From an optimization exercise on the open Yosys and OpenROAD flow, aimed at small area; shortcuts taken in it are not production practice. At most, simulation tests tie the RTL to the original design; equivalence was not proved. Power and IR drop assume default switching activity.

// hmv3_engine
module hmv3_engine (
    input  wire        clk,
    input  wire        rst,
    input  wire        in_valid,
    output wire        in_ready,
    input  wire [7:0]  in_op,
    input  wire [7:0]  in_a,
    input  wire [15:0] in_b,
    input  wire [15:0] in_c,
    input  wire        in_model,
    output wire        out_valid,
    input  wire        out_ready,
    output wire        out_last,
    output wire [3:0]  out_code,
    output wire [15:0] out_data
);
Size in the first run: about 3100 cells after synthesis, roughly 48000 µm² of cells after synthesis.
Settings: LEC_CHECK=0, CAP_MARGIN=20, CORE_MARGIN=2, CORE_UTILIZATION=60, GPL_TIMING_DRIVEN=0, PLACE_DENSITY=0.7, SETUP_SLACK_MARGIN=0.3, SLEW_MARGIN=20; clock period 8.0 ns.
standard.sh (not shown) runs the stock make flow with config.mk's settings and CLKGATE_MAP_FILE= SYNTH_SCRIPT=/design/flow/synth_recipe.tcl, a recipe that flattens the netlist after the stock synthesis.
==> flow/flow/run.sh <==
#!/bin/bash
# Standard synthesis, then an area re-mapping of its combinational logic
# (registers untouched), then the standard layout from that netlist, with
# the smallest buffer on each port and no dummy clock loads.
set -euo pipefail
HERE=$(pwd)
R=$HERE/orfs/results/$FLOW_PLATFORM/hmv3_engine/base
export BUFFER_PORTS_ARGS="-buffer_cell sky130_fd_sc_hd__buf_1"
export CTS_ARGS="-sink_clustering_enable -repair_clock_nets -sink_clustering_size 30 -sink_clustering_max_diameter 62 -buf_list sky130_fd_sc_hd__clkbuf_16 -dont_use_dummy_load"
bash standard.sh synth > std_synth.log 2>&1
cp $R/1_2_yosys.v $HERE/std_synth_netlist.v
IN=$HERE/std_synth_netlist.v OUT=$R/1_2_yosys.v TOP=$FLOW_TOP \
LIB=$FLOW_HOME/platforms/sky130hd/lib/sky130_fd_sc_hd__tt_025C_1v80.lib \
SCRIPT=$HERE/flow/area.abc yosys -c $HERE/flow/reopt.tcl > reopt.log 2>&1
rm -f $R/1_synth.odb $R/1_synth.sdc
bash standard.sh > std_layout.log 2>&1
==> flow/flow/area.abc <==
strash
&get -n
&deepsyn -T 120
&put
balance -l; resub -K 6 -l; rewrite -l; resub -K 6 -N 2 -l; refactor -l; resub -K 8 -l; balance -l; resub -K 8 -N 2 -l; rewrite -l; resub -K 10 -l; rewrite -z -l; resub -K 10 -N 2 -l; balance -l; resub -K 12 -l; refactor -z -l; resub -K 12 -N 2 -l; rewrite -z -l; balance -l
dch -f
amap -F 20 -A 40
Other scripts of this flow, unchanged in this note and not shown: flow/flow/reopt.tcl
Then changed:
--- a/flow/flow/run.sh
+++ b/flow/flow/run.sh
@@ -7,5 +7,5 @@
 R=$HERE/orfs/results/$FLOW_PLATFORM/hmv3_engine/base
 export BUFFER_PORTS_ARGS="-buffer_cell sky130_fd_sc_hd__buf_1"
-export CTS_ARGS="-sink_clustering_enable -repair_clock_nets -sink_clustering_size 30 -sink_clustering_max_diameter 62 -buf_list sky130_fd_sc_hd__clkbuf_16 -dont_use_dummy_load"
+export CTS_ARGS="-sink_clustering_enable -repair_clock_nets -sink_clustering_size 28 -sink_clustering_max_diameter 56 -buf_list sky130_fd_sc_hd__clkbuf_16 -dont_use_dummy_load"
 bash standard.sh synth > std_synth.log 2>&1
 cp $R/1_2_yosys.v $HERE/std_synth_netlist.v
Worst hold slack improved by 0.039 ns.
Power is higher by 2.7%.
Maximum frequency barely changes.
Wire length is higher by 3.0%.
Design area is higher by 0.67%.
Utilization is higher by 0.44 points.
Via count is higher by 2.9%.
Global-route usage is higher by 0.79 points.
Sequential power barely changes.
Non-clock buffer count is higher by 1.
Sequential share of layout area is lower by 0.55 points.
Then changed:
--- a/flow/flow/run.sh
+++ b/flow/flow/run.sh
@@ -7,5 +7,5 @@
 R=$HERE/orfs/results/$FLOW_PLATFORM/hmv3_engine/base
 export BUFFER_PORTS_ARGS="-buffer_cell sky130_fd_sc_hd__buf_1"
-export CTS_ARGS="-sink_clustering_enable -repair_clock_nets -sink_clustering_size 28 -sink_clustering_max_diameter 56 -buf_list sky130_fd_sc_hd__clkbuf_16 -dont_use_dummy_load"
+export CTS_ARGS="-sink_clustering_enable -repair_clock_nets -sink_clustering_size 32 -sink_clustering_max_diameter 60 -buf_list sky130_fd_sc_hd__clkbuf_16 -dont_use_dummy_load"
 bash standard.sh synth > std_synth.log 2>&1
 cp $R/1_2_yosys.v $HERE/std_synth_netlist.v
==> flow/flow/area.abc (replaced) <==
strash
balance -l; resub -K 6 -l; rewrite -l; resub -K 6 -N 2 -l; refactor -l; resub -K 8 -l; balance -l; resub -K 8 -N 2 -l; rewrite -l; resub -K 10 -l; rewrite -z -l; resub -K 10 -N 2 -l; balance -l; resub -K 12 -l; refactor -z -l; resub -K 12 -N 2 -l; rewrite -z -l; balance -l
balance -l; resub -K 6 -l; rewrite -l; resub -K 6 -N 2 -l; refactor -l; resub -K 8 -l; balance -l; resub -K 8 -N 2 -l; rewrite -l; resub -K 10 -l; rewrite -z -l; resub -K 10 -N 2 -l; balance -l; resub -K 12 -l; refactor -z -l; resub -K 12 -N 2 -l; rewrite -z -l; balance -l
dch -f
amap -F 20 -A 40
=>
- core utilization hardly moves
- design area climbs by about 0.6%
- setup slack improves by 0.0087 ns

* * *

Another version of the RTL of hmv3_engine (not shown whole).
Size in the first run: roughly 76 I/O pins, ~50000 µm² of cells after synthesis.
clock: 8.0 ns
lec_check: 0
cap_margin: 20
core_margin: 2
core_utilization: 75
gpl_timing_driven: 0
place_density: 0.85
slew_margin: 20
==> flow/flow/run.sh <==
#!/bin/bash
# Standard synthesis, then an area re-mapping of its combinational logic
# (registers untouched), then the standard layout from that netlist, with
# the smallest buffer on each port and no dummy clock loads.
set -euo pipefail
HERE=$(pwd)
R=$HERE/orfs/results/$FLOW_PLATFORM/hmv3_engine/base
export BUFFER_PORTS_ARGS="-buffer_cell sky130_fd_sc_hd__buf_1"
export CTS_ARGS="-sink_clustering_enable -repair_clock_nets -sink_clustering_size 25 -sink_clustering_max_diameter 60 -buf_list sky130_fd_sc_hd__clkbuf_16 -dont_use_dummy_load"
bash standard.sh synth > std_synth.log 2>&1
cp $R/1_2_yosys.v $HERE/std_synth_netlist.v
IN=$HERE/std_synth_netlist.v OUT=$R/1_2_yosys.v TOP=$FLOW_TOP \
LIB=$FLOW_HOME/platforms/sky130hd/lib/sky130_fd_sc_hd__tt_025C_1v80.lib \
SCRIPT=$HERE/flow/area.abc yosys -c $HERE/flow/reopt.tcl > reopt.log 2>&1
rm -f $R/1_synth.odb $R/1_synth.sdc
bash standard.sh > std_layout.log 2>&1
Other scripts of this flow, unchanged in this note and not shown: flow/flow/area.abc, flow/flow/reopt.tcl
The first run aborted during global routing (5_1_grt) on GRT-0232.
Next try:
--- a/flow/flow/run.sh
+++ b/flow/flow/run.sh
@@ -9 +9 @@
-export CTS_ARGS="-sink_clustering_enable -repair_clock_nets -sink_clustering_size 25 -sink_clustering_max_diameter 60 -buf_list sky130_fd_sc_hd__clkbuf_16 -dont_use_dummy_load"
+export CTS_ARGS="-sink_clustering_enable -repair_clock_nets -sink_clustering_size 40 -sink_clustering_max_diameter 45 -buf_list sky130_fd_sc_hd__clkbuf_16 -dont_use_dummy_load"
Settings changed: CORE_UTILIZATION 75 to 60, PLACE_DENSITY 0.85 to 0.7.
Now the flow finished clean. Synthesized cell count is unchanged. Area after synthesis is unchanged.
Function was not checked in any run of this note: the RTL went through the layout flow alone.

-- what the ideal ports hide --
In the flow no input, the clock included, has a driving cell. The finished layouts below were timed again as built, in two steps.
Step 1 (the two cells are an assumption about what drives the block):
set clk [get_ports {clk}]
set_driving_cell -lib_cell sky130_fd_sc_hd__clkbuf_16 $clk
set_driving_cell -lib_cell sky130_fd_sc_hd__buf_2 [delete_from_list [all_inputs] $clk]
Step 2, shift: input delay + t, output delay - t, t = (earliest + latest rising clock arrival at the registers) / 2. This alone moves slack from input paths to output paths.
Slacks: ideal ports / drivers / drivers and shift; pairs: ideal ports / drivers.
| run | t (ns) | setup slack, ns | slew at the worst register clock pin (ns) |
|---|---|---|---|
| the first run of note 1 | 0.695 | 0.433 / 0.403 / 0.320 | 0.12 / 0.12 |
| the second run of note 1 | 0.717 | 0.455 / 0.424 / 0.424 | 0.12 / 0.12 |
| the third run of note 1 | 0.694 | 0.464 / 0.443 / 0.032 | 0.12 / 0.12 |
| the second run of note 2 | 0.743 | 0.328 / 0.293 / -0.082 | 0.11 / 0.11 |
Met with ideal ports but missed after step 2: setup timing in the second run of note 2. For the third run of note 1, which loses most, drivers alone change the setup slack by -0.021 ns; drivers and shift together by -0.432 ns.
